Background: an optimization exercise with open tools, aiming at a short achievable clock period and few clock cycles. Do not read the settings as production practice.
Only simulation tests tie the RTL to the original design; equivalence was not proved.
No activity file was given, so power comes from the tool's default toggle rates.

--- flow/flow/run.sh ---
#!/bin/bash
# The standard layout, with repair_timing asked to reach more setup slack
# than the clock period alone demands (the SDC and period are unchanged).
set -euo pipefail
bash standard.sh SETUP_SLACK_MARGIN=7 finish > standard_flow.log 2>&1
--- flow/standard.sh ---
#!/bin/bash
# synth_recipe.tcl (not shown) runs the flow's synth.tcl, then flattens the netlist and writes it again
# the make line also repeats each setting of config.mk as NAME=value (left out here)
make -C /OpenROAD-flow-scripts/flow DESIGN_CONFIG=/design/flow/config.mk WORK_HOME=/design/flow/orfs CLKGATE_MAP_FILE= SYNTH_SCRIPT=/design/flow/synth_recipe.tcl "${@:-finish}"
--- flow/config.mk ---
export PLATFORM = sky130hd
export DESIGN_NAME = romprog_core
export DESIGN_NICKNAME = romprog_core
export VERILOG_FILES = /design/flow/design.v
export SDC_FILE = /design/flow/constraint.sdc
export NUM_CORES = 4
export LEC_CHECK = 0
export CAP_MARGIN = 20
export CORE_MARGIN = 2
export CORE_UTILIZATION = 40
export PLACE_DENSITY = 0.6
export SLEW_MARGIN = 20
--- flow/constraint.sdc ---
create_clock -name core_clock -period 10.0 [get_ports {clk}]
set_input_delay 2.0000 -clock core_clock [delete_from_list [all_inputs] [get_ports {clk}]]
set_output_delay 2.0000 -clock core_clock [all_outputs]
set_load 0.01 [all_outputs]
--- flow/design.v ---
module romprog_core (
    input  wire        clk,
    input  wire        rst,
    input  wire        rx_valid,
    input  wire [7:0]  rx_data,
    output wire        rx_ready,
    output wire        tx_valid,
    output wire [7:0]  tx_data,
    input  wire        tx_ready,
    output wire        flash_req_valid,
    output wire [2:0]  flash_op,
    output wire [31:0] flash_addr,
    output wire [7:0]  flash_wdata,
    input  wire        flash_resp_valid,
    input  wire [7:0]  flash_rdata
);
    localparam [7:0]  MTL         = 8'd64;
    localparam [7:0]  MARKER      = 8'h7E;
    localparam [7:0]  ESCAPE      = 8'h7D;
    localparam [7:0]  ESC_XOR     = 8'h20;
    localparam [6:0]  MAX_PACKET  = 7'd71;
    localparam [7:0] OPC_PING = 8'd0, OPC_IDENT = 8'd1, OPC_READ = 8'd2,
                     OPC_WRITE = 8'd3, OPC_CRC = 8'd4, OPC_ERASE = 8'd5,
                     OPC_CHIP = 8'd6;
    localparam [7:0] ST_NONE = 8'd0, ST_BADCMD = 8'd1, ST_BADADDR = 8'd2,
                     ST_BADLEN = 8'd3;
    localparam [2:0] F_READ = 3'd0, F_WRITE = 3'd1, F_ERASE_SECTOR = 3'd2,
                     F_ERASE_CHIP = 3'd3, F_ENTER_ID = 3'd4, F_LEAVE_ID = 3'd5,
                     F_READ_MFR = 3'd6, F_READ_DEV = 3'd7;
    localparam [1:0] D_IDLE = 2'd0, D_INFRAME = 2'd1, D_ESCAPED = 2'd2;
    reg        rx_ready_r;
    reg  [1:0] ds;
    reg  [6:0] rl;           
    reg        rl_nz;        
    reg        rl_full;      
    reg  [6:0] flen;         
    reg        wv_q;         
    reg  [6:0] wa_q;
    reg  [7:0] wd_q;
    reg        chk;          
    assign rx_ready = rx_ready_r;
    wire take   = rx_valid && rx_ready_r;
    wire is_m   = (rx_data == MARKER);
    wire is_e   = (rx_data == ESCAPE);
    wire close_now = take && is_m && (ds == D_INFRAME) && rl_nz;
    always @(posedge clk) begin
        wa_q <= rl;
        wd_q <= rx_data ^ ((ds == D_ESCAPED) ? ESC_XOR : 8'h00);
        wv_q <= 1'b0;
        chk  <= 1'b0;
        if (rst) begin
            ds      <= D_IDLE;
            rl      <= 7'd0;
            rl_nz   <= 1'b0;
            rl_full <= 1'b0;
        end else if (take) begin
            case (ds)
                D_IDLE: begin
                    if (is_m) begin
                        ds <= D_INFRAME;
                        rl <= 7'd0; rl_nz <= 1'b0; rl_full <= 1'b0;
                    end
                end
                D_INFRAME: begin
                    if (is_m) begin
                        if (rl_nz) begin
                            chk  <= 1'b1;
                            flen <= rl;
                            ds   <= D_IDLE;
                            rl <= 7'd0; rl_nz <= 1'b0; rl_full <= 1'b0;
                        end
                    end else if (is_e) begin
                        ds <= D_ESCAPED;
                    end else if (rl_full) begin
                        ds <= D_IDLE;
                        rl <= 7'd0; rl_nz <= 1'b0; rl_full <= 1'b0;
                    end else begin
                        wv_q    <= 1'b1;
                        rl      <= rl + 7'd1;
                        rl_nz   <= 1'b1;
                        rl_full <= (rl == MAX_PACKET - 7'd1);
                    end
                end
                default: begin
                    if (is_m) begin
                        ds <= D_INFRAME;
                        rl <= 7'd0; rl_nz <= 1'b0; rl_full <= 1'b0;
                    end else if (rl_full) begin
                        ds <= D_IDLE;
                        rl <= 7'd0; rl_nz <= 1'b0; rl_full <= 1'b0;
                    end else begin
                        wv_q    <= 1'b1;
                        ds      <= D_INFRAME;
                        rl      <= rl + 7'd1;
                        rl_nz   <= 1'b1;
                        rl_full <= (rl == MAX_PACKET - 7'd1);
                    end
                end
            endcase
        end
    end
    reg  [7:0] h0, h1, h2, h3, h4, h5, h6, h7, h8, h9, h10;
    reg  [7:0] mem [0:63];
    reg        msp [0:63];    
    reg        rcap_q;        
    reg  [7:0] rd_q;
    reg  [5:0] ridx;
    always @(posedge clk) begin
        if (wv_q) begin
            case (wa_q)
                7'd0:  h0  <= wd_q;
                7'd1:  h1  <= wd_q;
                7'd2:  h2  <= wd_q;
                7'd3:  h3  <= wd_q;
                7'd4:  h4  <= wd_q;
                7'd5:  h5  <= wd_q;
                7'd6:  h6  <= wd_q;
                7'd7:  h7  <= wd_q;
                7'd8:  h8  <= wd_q;
                7'd9:  h9  <= wd_q;
                7'd10: h10 <= wd_q;
                default: ;
            endcase
        end
    end
    wire       mw_dec = wv_q && (wa_q >= 7'd7);
    wire [6:0] wa_m7  = wa_q - 7'd7;
    wire [5:0] mw_idx = mw_dec ? wa_m7[5:0] : ridx;
    wire [7:0] mw_dat = mw_dec ? wd_q : rd_q;
    wire       mw_en  = mw_dec || rcap_q;
    always @(posedge clk) begin
        if (mw_en) begin
            mem[mw_idx] <= mw_dat;
            msp[mw_idx] <= (mw_dat == MARKER) || (mw_dat == ESCAPE);
        end
    end
    wire [7:0]  opcode    = h0;
    wire [15:0] total_len = {h2, h1};
    wire [31:0] field_a   = {h6, h5, h4, h3};
    wire [31:0] field_b   = {h10, h9, h8, h7};
    wire [7:0]  read_len  = h7;
    wire [6:0]  pl_len    = flen - 7'd3;
    wire [6:0]  write_n   = flen - 7'd7;
    wire        hdr_ok    = (flen >= 7'd3) && (total_len == {9'd0, flen});
    wire        a_hi0     = (field_a[31:16] == 16'd0);
    wire        b_hi0     = (field_b[31:16] == 16'd0);
    wire [16:0] read_end  = {1'b0, field_a[15:0]} + {9'd0, read_len};
    wire [16:0] write_end = {1'b0, field_a[15:0]} + {10'd0, write_n};
    wire        read_rng  = (read_len != 8'd0) && a_hi0 && (read_end <= 17'd32768);
    wire        write_rng = (write_n != 7'd0) && a_hi0 && (write_end <= 17'd32768);
    wire        range_ok  = a_hi0 && b_hi0 && (field_b[15:0] <= 16'h8000) &&
                            (field_a[15:0] < field_b[15:0]);
    wire        aligned   = (field_a[11:0] == 12'd0) && (field_b[11:0] == 12'd0);
    reg  [1:0]  chk_status;
    always @(*) begin
        chk_status = 2'd0;
        if (!hdr_ok) begin
            chk_status = 2'd1;
        end else begin
            case (opcode)
                OPC_PING, OPC_IDENT, OPC_CHIP:
                    if (pl_len != 7'd0) chk_status = 2'd1;
                OPC_READ:
                    if (pl_len != 7'd5)        chk_status = 2'd1;
                    else if (read_len > MTL)   chk_status = 2'd3;
                    else if (!read_rng)        chk_status = 2'd2;
                OPC_WRITE:
                    if (pl_len < 7'd5)                 chk_status = 2'd1;
                    else if ({1'b0, write_n} > MTL)    chk_status = 2'd3;
                    else if (!write_rng)               chk_status = 2'd2;
                OPC_CRC:
                    if (pl_len != 7'd8)  chk_status = 2'd1;
                    else if (!range_ok)  chk_status = 2'd2;
                OPC_ERASE:
                    if (pl_len != 7'd8)              chk_status = 2'd1;
                    else if (!(range_ok && aligned)) chk_status = 2'd2;
                default:
                    chk_status = 2'd1;
            endcase
        end
    end
    wire        ok      = (chk_status == 2'd0);
    wire        o_ident = (opcode == OPC_IDENT);
    wire        o_read  = (opcode == OPC_READ);
    wire        o_write = (opcode == OPC_WRITE);
    wire        o_crc   = (opcode == OPC_CRC);
    wire        o_erase = (opcode == OPC_ERASE);
    wire        o_chip  = (opcode == OPC_CHIP);
    wire        o_ping  = (opcode == OPC_PING);
    wire [15:0] span = field_b[15:0] - field_a[15:0];
    reg  [15:0] chk_count;
    always @(*) begin
        case (opcode)
            OPC_IDENT: chk_count = 16'd4;
            OPC_READ:  chk_count = {8'd0, read_len};
            OPC_WRITE: chk_count = {9'd0, write_n};
            OPC_CRC:   chk_count = span;
            OPC_ERASE: chk_count = {12'd0, span[15:12]};
            OPC_CHIP:  chk_count = 16'd1;
            default:   chk_count = 16'd0;
        endcase
    end
    wire has_ops  = ok && !o_ping;                  
    wire has_two  = ok && (o_ident || o_read || o_write || o_crc || o_erase) &&
                    (chk_count[15:1] != 15'd0);
    reg         fv;
    reg  [2:0]  fop;
    reg  [14:0] faddr;
    reg  [7:0]  fwd;
    reg         nv;
    reg  [2:0]  nop;
    reg  [14:0] naddr;
    reg  [7:0]  nwd;
    reg  [15:0] fcnt;       
    reg  [6:0]  wp;         
    reg         c_ident, c_read, c_write, c_crc, c_erase;
    reg         iseq;       
    assign flash_req_valid = fv;
    assign flash_op        = fop;
    assign flash_addr      = {17'd0, faddr};
    assign flash_wdata     = fwd;
    wire resp     = flash_resp_valid && fv;
    wire last_rsp = resp && !nv;
    reg  [2:0] first_op;
    always @(*) begin
        case (opcode)
            OPC_IDENT: first_op = F_ENTER_ID;
            OPC_WRITE: first_op = F_WRITE;
            OPC_ERASE: first_op = F_ERASE_SECTOR;
            OPC_CHIP:  first_op = F_ERASE_CHIP;
            default:   first_op = F_READ;
        endcase
    end
    wire [14:0] a15    = (o_ident || o_chip) ? 15'd0 : field_a[14:0];
    wire [14:0] a15_n  = o_erase ? (field_a[14:0] + 15'd4096) : (field_a[14:0] + 15'd1);
    always @(posedge clk) begin
        if (rst) begin
            fv <= 1'b0;
            nv <= 1'b0;
        end else if (chk) begin
            fv      <= has_ops;
            nv      <= has_two;
            fop     <= first_op;
            faddr   <= a15;
            fwd     <= o_write ? mem[0] : 8'd0;
            nop     <= o_ident ? F_READ_MFR : first_op;
            naddr   <= (o_ident || o_chip) ? 15'd0 : a15_n;
            nwd     <= o_write ? mem[1] : 8'd0;
            fcnt    <= chk_count;
            wp      <= 7'd2;
            iseq    <= 1'b0;
            c_ident <= o_ident;
            c_read  <= o_read;
            c_write <= o_write;
            c_crc   <= o_crc;
            c_erase <= o_erase;
        end else if (resp) begin
            fv    <= nv;
            fop   <= nop;
            faddr <= naddr;
            fwd   <= nwd;
            nv    <= (fcnt[15:2] != 14'd0) || (fcnt[1:0] == 2'd3);
            nop   <= c_ident ? (iseq ? F_LEAVE_ID : F_READ_DEV) : nop;
            naddr <= c_erase ? (naddr + 15'd4096) :
                     c_ident ? 15'd0 : (naddr + 15'd1);
            nwd   <= c_write ? mem[wp[5:0]] : 8'd0;
            fcnt  <= fcnt - 16'd1;
            wp    <= wp + 7'd1;
            iseq  <= 1'b1;
        end
    end
    reg         crc_q, mfr_q, dev_q;
    reg  [15:0] crc;
    reg  [7:0]  id_mfr, id_dev;
    reg         mfr_sp, dev_sp;
    function [15:0] crc16_byte;
        input [15:0] c_in;
        input [7:0]  b;
        integer k;
        reg [15:0] c;
        begin
            c = c_in ^ {b, 8'h00};
            for (k = 0; k < 8; k = k + 1)
                c = c[15] ? ((c << 1) ^ 16'h1021) : (c << 1);
            crc16_byte = c;
        end
    endfunction
    always @(posedge clk) begin
        rd_q   <= flash_rdata;
        rcap_q <= 1'b0;
        crc_q  <= 1'b0;
        mfr_q  <= 1'b0;
        dev_q  <= 1'b0;
        if (!rst && !chk && resp) begin
            rcap_q <= c_read;
            crc_q  <= c_crc;
            mfr_q  <= (fop == F_READ_MFR);
            dev_q  <= (fop == F_READ_DEV);
        end
        if (chk) begin
            ridx <= 6'd0;
            crc  <= 16'd0;
        end else begin
            if (rcap_q) ridx <= ridx + 6'd1;
            if (crc_q)  crc  <= crc16_byte(crc, rd_q);
        end
        if (mfr_q) begin
            id_mfr <= rd_q;
            mfr_sp <= (rd_q == MARKER) || (rd_q == ESCAPE);
        end
        if (dev_q) begin
            id_dev <= rd_q;
            dev_sp <= (rd_q == MARKER) || (rd_q == ESCAPE);
        end
    end
    localparam [1:0] P_IDLE = 2'd0, P_OPEN = 2'd1, P_BODY = 2'd2, P_CLOSE = 2'd3;
    reg  [1:0] pst;
    reg  [6:0] pj;          
    reg  [5:0] pk;          
    reg  [6:0] prem;        
    reg        eh;          
    reg  [7:0] r_op;
    reg        r_op_sp;
    reg  [6:0] r_len;
    reg  [1:0] r_st;
    reg        r_ping, r_ident, r_read, r_crc;
    reg        go;          
    reg        tv;          
    reg        v0, v1;      
    reg  [7:0] q0d, q1d;
    reg        q0l, q1l;    
    assign tx_valid = tv;
    assign tx_data  = q0d;
    wire pop = tv && tx_ready;
    reg  [7:0] pb;
    reg        pb_sp;
    always @(*) begin
        pb    = 8'd0;
        pb_sp = 1'b0;
        case (pj)
            7'd0: begin pb = r_op; pb_sp = r_op_sp; end
            7'd1: pb = {1'b0, r_len};
            7'd2: pb = 8'd0;
            7'd3: pb = {6'd0, r_st};
            default: begin
                if (r_read) begin
                    pb    = mem[pk];
                    pb_sp = msp[pk];
                end else if (r_crc) begin
                    pb    = pj[0] ? crc[15:8] : crc[7:0];
                    pb_sp = (pb == MARKER) || (pb == ESCAPE);
                end else if (r_ident) begin
                    pb    = pj[0] ? id_dev : id_mfr;
                    pb_sp = pj[0] ? dev_sp : mfr_sp;
                end else begin
                    case (pj)
                        7'd4:  pb = 8'h01;
                        7'd5:  pb = 8'h00;
                        7'd6:  pb = 8'h00;
                        7'd7:  pb = 8'h80;
                        7'd8:  pb = 8'h00;
                        7'd9:  pb = 8'h00;
                        7'd10: pb = MTL;
                        default: pb = 8'h00;
                    endcase
                end
            end
        endcase
    end
    wire allow = go || (pst == P_OPEN) || (pst == P_BODY && pj[6:2] == 5'd0);
    wire prod  = (pst != P_IDLE) && !v1 && allow;
    reg  [7:0] g;
    reg        gl;
    always @(*) begin
        gl = 1'b0;
        case (pst)
            P_BODY:  g = eh ? (pb ^ ESC_XOR) : (pb_sp ? ESCAPE : pb);
            P_CLOSE: begin g = MARKER; gl = 1'b1; end
            default: g = MARKER;
        endcase
    end
    wire done_now = pop && q0l;
    wire go_set   = last_rsp || (chk && !has_ops);
    wire go_nx    = !done_now && (go || go_set);
    wire v0_nx    = pop ? (v1 || prod) : (v0 || prod);
    always @(posedge clk) begin
        if (rst) begin
            pst <= P_IDLE;
            go  <= 1'b0;
            tv  <= 1'b0;
            v0  <= 1'b0;
            v1  <= 1'b0;
        end else begin
            go <= go_nx;
            tv <= v0_nx && go_nx;
            v0 <= v0_nx;
            v1 <= !pop && (v1 || (v0 && prod));
            if (chk) begin
                pst     <= P_OPEN;
                pj      <= 7'd0;
                pk      <= 6'd60;
                eh      <= 1'b0;
                r_op    <= opcode;
                r_op_sp <= (opcode == MARKER) || (opcode == ESCAPE);
                r_st    <= chk_status;
                r_ping  <= o_ping && ok;
                r_ident <= o_ident && ok;
                r_read  <= o_read && ok;
                r_crc   <= o_crc && ok;
                if (!ok) begin
                    r_len <= 7'd4;  prem <= 7'd3;
                end else if (o_ping) begin
                    r_len <= 7'd11; prem <= 7'd10;
                end else if (o_ident || o_crc) begin
                    r_len <= 7'd6;  prem <= 7'd5;
                end else if (o_read) begin
                    r_len <= 7'd4 + read_len[6:0]; prem <= 7'd3 + read_len[6:0];
                end else begin
                    r_len <= 7'd4;  prem <= 7'd3;
                end
            end else if (prod) begin
                case (pst)
                    P_OPEN: pst <= P_BODY;
                    P_BODY: begin
                        if (!eh && pb_sp) begin
                            eh <= 1'b1;
                        end else begin
                            eh <= 1'b0;
                            if (prem == 7'd0) begin
                                pst <= P_CLOSE;
                            end else begin
                                pj   <= pj + 7'd1;
                                pk   <= pk + 6'd1;
                                prem <= prem - 7'd1;
                            end
                        end
                    end
                    default: pst <= P_IDLE;
                endcase
            end
        end
    end
    always @(posedge clk) begin
        if (pop) begin
            q0d <= v1 ? q1d : g;
            q0l <= v1 ? q1l : gl;
            q1d <= g;
            q1l <= gl;
        end else begin
            if (!v0) begin
                q0d <= g;
                q0l <= gl;
            end
            if (!v1) begin
                q1d <= g;
                q1l <= gl;
            end
        end
    end
    always @(posedge clk) begin
        if (rst)
            rx_ready_r <= 1'b1;
        else if (rx_ready_r)
            rx_ready_r <= !close_now;
        else
            rx_ready_r <= done_now;
    end
endmodule
==> flow_summary.toml, run 1 <==
[routing]
postRouteAntennaNets = 0
dr_total_vias = 29110
drt_pass1_iterations = 6
wl_per_cell_um = 30.00
drt_drc_violations_left = 0
routed_wirelength_mm = 141.3
drtIter0Drc = 3697
drt-vias-per-instance = 6.182

[cells_and_area]
area_delta_synth_final_pct = 21.84
final_cell_area_excluding_filler_cells_sq_um = 53760
final.fill_count = 8976
antennaDiodeCount = 0
post_route_cells_drive_above_1_share_pct = 34.03
post_layout_nonfiller_instances = 4708
final_nets = 3245

[place]
place_hpwl_mm = 84.21
place_congestion = 0.9315
port_buffers = 57
placement.cell_area_sq_um = 46680
dp_cells = 4339

[grt]
grt_start_max_net_pins = 66
first_global_vias = 28750
grtUsageTotal_pct = 23.97
grt_pass1_wl_mm = 197.0
grt_antenna_before_repair = 3
gr-total-overflow = 0

[die]
start_util_pct = 40.42
die_width_um = 336.1
design.portCount = 75
fp.dieArea_sq_um = 113000
die_height_um = 336.1
design.core.area_sq_um = 109200
core.rowCount = 121

[synth]
synth_most_common_cell = "sky130_fd_sc_hd__edfxtp_1"
netlist_instances = 2903
ys_warn_count = 1
synth_enable_flop_cells = 820
post_synth_instance_area_sq_um = 44120
ys_dominant_reg_cell = "sky130_fd_sc_hd__edfxtp_1"
ys_async_sr_fraction_pct = 0
yosys.cell_types.count = 93
synth_area_per_cell_sq_um = 15.20
top_cell_types_by_occurrence_after_synthesis = "sky130_fd_sc_hd__edfxtp_1, sky130_fd_sc_hd__mux4_2, sky130_fd_sc_hd__nor2_1"
seq_area_frac_synth_pct = 59.98
ys_top_cells_by_area = "sky130_fd_sc_hd__edfxtp_1, sky130_fd_sc_hd__mux4_2, sky130_fd_sc_hd__dfxtp_1"
synth_largest_area_cell = "sky130_fd_sc_hd__edfxtp_1"
yosysTopAreaCellShare_pct = 55.81
ys_seq_elements = 912

[clock_tree]
clock_tree.buffer_depth = 3
root_cell_of_the_clock_tree = "sky130_fd_sc_hd__clkbuf_16"
clkLatencyLatePin_ps = 720
cts_buffers = 95
clk_pin_slew_ps = 60
cts-hold-fix-buffers = 0
clock_tree_from_tritoncts = "built"
count_of_h_tree_levels_built_during_cts = 3
clock_sink_count = 912

[pwr]
p_switching_mw = 1.623
power.internal_mw = 6.194
vdd_drop_max_mv = 0.1164
clkPwrFrac_pct = 45.5
pwr-share-seq_pct = 53.1
power.share.combinational_pct = 1.4
static-leakage-power_nw = 17.40
power_density_nw_per_um2 = 145.4
report.power.total_mw = 7.817
swShare_pct = 20.76

[timing]
fmax_mhz = 252.3
slew_viol_final = 0
relSlewSlack_pct = 36.41
max_slew.worst_pin.slew_ps = 952.6
min_period_over_period_pct = 39.64
finalHoldViolations = 0
rsz_0062_raised_after_global_routing = "true"
hold_ws_ps = 418.4
report.final.setup_viol = 0
period_minus_slack_ps = 3964
setup-tns-final_ps = 0
worst_clock_skew_ps = 65.71

[critical_path]
critical_path.endpoint_type = "register"
rr_worst_depth = 13
critPathLaunch = "flen[1]"
rr_startpoint = "flen[1]"
arrival_ps = 4380
path_max_fanout = 4
critPathLaunchType = "register"
rr_endpoint = "prem[1]"
worst-endpoint-required_ps = 10410
worst-setup-path-type = "register to register"
regToRegSetupSlack_ps = 6040

[min_path]
min_path_cells = 0
worst_hold_path_type = "register to register"
min-delay-start = "rl[6]"
worst_hold_path.endpoint = "wa_q[6]"

[run_status]
outcome = "finished clean"

[job]
max_cap_violations = 0
## power groups by stage
| stage | clock [mW] | combinational (mW) | sequential, mW |
|---|---|---|---|
| after floorplan | 0 | 0.0544 | 4.23 |
| after global placement | 0 | 0.0867 | 4.23 |
| after detailed placement | 0 | 0.0905 | 4.23 |
| after CTS | 3.61 | 0.0916 | 4.15 |
| after global routing | 3.76 | 0.113 | 4.15 |
| final | 3.56 | 0.106 | 4.15 |
## worst max path at each step
stage	depth (start not counted)	endpoint
after floorplan	14	prem[1]
after global placement	5	nop[0]
after detailed placement	5	nop[1]
after CTS	13	prem[1]
after global routing	13	prem[1]
final	13	prem[1]
## flip-flops by register name (all words and copies together) (netlist names), 15 cells and up, named ones only
| name | flops |
|---|---|
| mem | 512 |
| fcnt | 16 |
| naddr | 15 |
| msp | 64 |
| crc | 16 |
| faddr | 15 |
## layout by cell type (no fill, tap or decap), types with 43 or more instances in the layout
cell type / netlist / routed
sky130_fd_sc_hd__nor3_1: 57 / 43
sky130_fd_sc_hd__inv_1: 70 / 61
sky130_fd_sc_hd__nand2_1: 179 / 141
sky130_fd_sc_hd__clkbuf_16: 0 / 104
sky130_fd_sc_hd__edfxtp_1: 820 / 820
sky130_fd_sc_hd__xor2_1: 54 / 50
sky130_fd_sc_hd__xnor2_1: 91 / 85
sky130_fd_sc_hd__a21oi_1: 72 / 46
sky130_fd_sc_hd__nor2_1: 213 / 163
sky130_fd_sc_hd__buf_4: 30 / 160
sky130_fd_sc_hd__dfxtp_1: 92 / 80
sky130_fd_sc_hd__mux4_2: 326 / 326
sky130_fd_sc_hd__o21ai_0: 65 / 50
sky130_fd_sc_hd__ha_1: 66 / 47
sky130_fd_sc_hd__nand3_1: 75 / 58
## kinds of logic after synthesis
kind of cell | Yosys count | share of synthesized area (%)
buffers and inverters | 253 | 2.677
adders and majority gates | 69 | 2.008
DFF | 912 | 59.98
other | 1 | 0.008499
AOI/OAI and AO/OA | 406 | 6.377
and+or+nand+nor | 733 | 8.065
xor gates and xnor gates | 145 | 2.878
muxes | 384 | 18.01
## routing by layer
| metal | vias to the layer above | GRT usage, % | part of all wire [%] | routed length, um |
|---|---|---|---|---|
| li1 | 12100 | - | - | - |
| met1 | 15100 | 32.04 | 39 | 54550 |
| met2 | 1610 | 38.56 | 48 | 67140 |
| met3 | 290 | 5.554 | 10 | 14120 |
| met4 | 4 | 8.272 | 3.8 | 5429 |
| met5 | - | 0 | 0.013 | 18 |
## cell type report
cell class / count / area [sq um] / share of cell area (%)
well taps: 1476 / 1847 / 3.435
repair inverters: 3 / 40.04 / 0.07448
flip-flops and latches: 912 / 26500 / 49.29
multi-input cells: 1766 / 18640 / 34.67
inverters: 74 / 297.8 / 0.5539
repair buffers: 303 / 3317 / 6.170
clock inverters: 48 / 545.5 / 1.015
clock buffers: 126 / 2575 / 4.790
## metrics by stage
step	util, %	worst slack, ps
finish	49.25	6036
floorplan	-	6284
detailed placement	42.76	5390
global route	49.25	5889
global placement	42.73	5481
CTS	47.77	6020
## critical path, stage by stage (launching register included)
cell	delay, ps
sky130_fd_sc_hd__edfxtp_1	490
sky130_fd_sc_hd__and2_4	200
sky130_fd_sc_hd__a211oi_4	280
sky130_fd_sc_hd__xor2_4	280
sky130_fd_sc_hd__ha_4	250
sky130_fd_sc_hd__a21o_4	220
sky130_fd_sc_hd__a21oi_4	190
sky130_fd_sc_hd__a21boi_4	110
sky130_fd_sc_hd__a2111oi_4	330
sky130_fd_sc_hd__nand2_1	140
sky130_fd_sc_hd__o41ai_4	420
sky130_fd_sc_hd__o221ai_4	220
sky130_fd_sc_hd__or4_4	450
sky130_fd_sc_hd__a2bb2oi_1	140
## repair_timing
action,4_1_cts,5_1_grt
resized for setup,428,193
endpoints found under the setup margin,814,534
pin swaps,43,102
gates cloned,22,20
setup buffers,106,47
Testbench counts, summed over its fixed seeds: cycles 46,189.
==> inputs of run 2 (changes only) <==
==> flow/run.sh (new file) <==
#!/bin/bash
# synth_recipe.tcl (not shown) runs the flow's synth.tcl, then flattens the netlist and writes it again
# the make line also repeats each setting of config.mk as NAME=value (left out here)
make -C /OpenROAD-flow-scripts/flow DESIGN_CONFIG=/design/flow/config.mk WORK_HOME=/design/flow/orfs CLKGATE_MAP_FILE= SYNTH_SCRIPT=/design/flow/synth_recipe.tcl finish
removed: flow/flow/run.sh
removed: flow/standard.sh
==> run 2 against run 1 <==
Net effect: first-iteration DRC count fell by 17%; synthesized area stayed put; still clean; worst hold slack better by 17 ps; clock-buffer cell count down 7; die area unchanged; global-route usage shrank 1.6 points; synthesized cell count stayed put; critical path type unchanged.
==> flow_summary.toml, run 2 <==
[timing]
worst_slack_ps = 4986
report.final.setup_viol = 0
hold_ws_ps = 435.2
relSlewSlack_pct = 22.89
fmax_mhz = 199.4
worst_clock_skew_ps = 43.59
period_minus_slack_ps = 5014
setup-tns-final_ps = 0
slew_viol_final = 0
finalHoldViolations = 0
min_period_over_period_pct = 50.14
rsz_0062_raised_after_global_routing = "false"
max_slew.worst_pin.slew_ps = 1152

[die]
core.rowCount = 121
start_util_pct = 40.42
die_width_um = 336.1
die_height_um = 336.1
design.portCount = 75
fp.dieArea_sq_um = 113000
design.core.area_sq_um = 109200

[synth]
netlist_instances = 2903
top_cell_types_by_occurrence_after_synthesis = "sky130_fd_sc_hd__edfxtp_1, sky130_fd_sc_hd__mux4_2, sky130_fd_sc_hd__nor2_1"
yosys.cell_types.count = 93
synth_largest_area_cell = "sky130_fd_sc_hd__edfxtp_1"
ys_seq_elements = 912
ys_dominant_reg_cell = "sky130_fd_sc_hd__edfxtp_1"
yosysTopAreaCellShare_pct = 55.81
synth_area_per_cell_sq_um = 15.20
ys_warn_count = 1
ys_top_cells_by_area = "sky130_fd_sc_hd__edfxtp_1, sky130_fd_sc_hd__mux4_2, sky130_fd_sc_hd__dfxtp_1"
synth_enable_flop_cells = 820
seq_area_frac_synth_pct = 59.98
ys_async_sr_fraction_pct = 0
post_synth_instance_area_sq_um = 44120
synth_most_common_cell = "sky130_fd_sc_hd__edfxtp_1"

[cells_and_area]
final.fill_count = 9435
post_route_cells_drive_above_1_share_pct = 20.01
leading_registers_by_flop_count = "mem x512, msp x64"
largest_register_ffs = 512
antennaDiodeCount = 0
final_common_cell = "sky130_fd_sc_hd__edfxtp_1"
post_layout_nonfiller_instances = 4514
area_delta_synth_final_pct = 12.26
final_cell_mix = "sky130_fd_sc_hd__edfxtp_1, sky130_fd_sc_hd__mux4_2, sky130_fd_sc_hd__nor2_1"
registers.top_by_ff_count = "mem"
final_nets = 3050

[clock_tree]
cts_buffers = 96
clock_tree.buffer_depth = 3
cts-resized-gates = 0
clk_pin_slew_ps = 60
clock_sink_count = 912
clock_tree_from_tritoncts = "built"
root_cell_of_the_clock_tree = "sky130_fd_sc_hd__clkbuf_16"
clkLatencyLatePin_ps = 700
count_of_h_tree_levels_built_during_cts = 3
cts.repair_timing.setup_buffer_count = 0
cts-hold-fix-buffers = 0

[pwr]
power_density_nw_per_um2 = 159.1
static-leakage-power_nw = 15.64
vdd_drop_max_mv = 0.1201

[place]
place_hpwl_mm = 86.57
dp_cells = 4334
place_congestion = 0.9203
pre_cts_ws_ps = 4993
port_buffers = 57

[critical_path]
critical_path.endpoint_type = "register"
path_max_fanout = 11
arrival_ps = 5420
critPathLaunchType = "register"
worst-endpoint-required_ps = 10400
worst-setup-path-type = "register to register"

[job]
max_cap_violations = 0

[routing]
wl_per_cell_um = 28.12
routed_wirelength_mm = 126.9
drtIter0Drc = 3080
drt-vias-per-instance = 6.085
postRouteAntennaNets = 0
drt_pass1_iterations = 7
dr_total_vias = 27470
drt_drc_violations_left = 0

[grt]
grt_pass1_wl_mm = 186.0
grt_antenna_before_repair = 4
first_global_vias = 27340
grt_start_max_net_pins = 71
gr-total-overflow = 0
grtUsageTotal_pct = 22.41

[min_path]
worst_hold_path_type = "register to register"

[run_status]
outcome = "finished clean"
==> run 2: cell types whose count changed in the layout (fill, tap and decap cells not counted), sizes merged, moves of 2 or more <==
cell	before	now
buf	280	65
bufinv	8	12
clkbuf	135	119
clkdlybuf4s50	12	57
inv	72	74
nand2	190	179
==> run 2: per-layer routing <==
metal  GRT usage (%)  up-vias  routed length, um
li1                -    11690                  -
met1           30.46    14300              51160
met2           36.83     1296              61610
met3           4.077      189              10710
met4           6.631        0               3463
met5               0        -                  0
==> run 2: worst paths after layout <==
path	from	to	slack (ps)	depth (start not counted)
worst max-delay path	flen[0]	prem[1]	4990	13
worst min-delay path	rl[6]	wa_q[6]	440	0
worst max register to register	flen[0]	prem[1]	4990	13
worst min register to register	rl[6]	wa_q[6]	440	0
==> run 2: power by group <==
group / leakage [nW] / switching [mW] / total [mW] / internal, mW
clock network: 1.53 / 1.53 / 3.64 / 2.11
registers: 7.99 / 0.0100 / 4.15 / 4.14
logic: 6.12 / 0.0686 / 0.0935 / 0.0248
total: 15.6 / 1.61 / 7.88 / 6.27
==> run 2: cell type report <==
| cell class | instances | area [sq um] | area share, % |
|---|---|---|---|
| multi-input cells | 1754 | 16660 | 33.63 |
| clock inverters | 57 | 653.1 | 1.319 |
| clock buffers | 119 | 2530 | 5.107 |
| inverters | 74 | 277.8 | 0.5607 |
| flip-flops and latches | 912 | 26490 | 53.47 |
| well taps | 1476 | 1847 | 3.728 |
| repair buffers | 122 | 1082 | 2.185 |
==> run 2: metrics by stage <==
step                      power [mW]  utilization, %  instance area, sq um
after floorplan                4.276               -                 44180
after global placement         4.318           42.35                 46230
after detailed placement       4.322           42.40                 46290
after CTS                      7.930           45.32                 49470
after global routing           8.080           45.38                 49540
final                          7.881           45.38                 49540
==> run 2: kinds of logic (layout without fill, tap and decap cells) <==
family	count (synthesis)	in the layout	synth area share, %
simple gates	733	733	8.065
flops	912	912	59.98
xor+xnor	145	145	2.878
compound gates	406	406	6.377
buf+inv	253	372	2.677
fa+ha+maj	69	69	2.008
mux	384	384	18.01
other cells	1	17	0.008499
==> run 2: worst max-delay path: stages (launching register included) <==
cell and delay (ps):
sky130_fd_sc_hd__edfxtp_1 470, sky130_fd_sc_hd__and2_1 330, sky130_fd_sc_hd__a211oi_1 320, sky130_fd_sc_hd__xor2_1 420, sky130_fd_sc_hd__ha_1 350, sky130_fd_sc_hd__a21o_1 200
sky130_fd_sc_hd__a21oi_1 230, sky130_fd_sc_hd__a21boi_1 180, sky130_fd_sc_hd__a2111oi_2 460, sky130_fd_sc_hd__nand2_1 90, sky130_fd_sc_hd__o41ai_1 580, sky130_fd_sc_hd__o221ai_2 370
sky130_fd_sc_hd__or4_4 580, sky130_fd_sc_hd__a2bb2oi_1 170

==> afterwards: timing with drivers on the ports <==
Ports are ideal in the flow. The routed layouts listed here were re-timed in OpenROAD. Step 1 assumes that a clkbuf_16 drives the clock port and a buf_2 every other input. Step 2 adds t to the input delays and takes it off the output delays; t is the mean of the earliest and latest rising clock arrival at the registers after step 1. Input paths then give back, and output paths get back, about the clock's delay inside the block. Three values: ideal ports, drivers, drivers and shift; two values: the first two.
run | shift t [ns] | slack for setup (ns) | hold slack, ns | worst setup path at the end | worst slew at a driven data input, ns
run 1 | 0.752 | 6.036 / 6.036 / 5.457 | 0.418 / 0.418 / 0.418 | input to register | 0.09
run 2 | 0.761 | 4.986 / 4.986 / 4.986 | 0.435 / 0.435 / 0.435 | register to register | 0.05
After both steps every run listed still meets setup and hold. The setup slack of run 1, which loses most, moves by 0.000 ns with the drivers and by -0.579 ns with both steps.
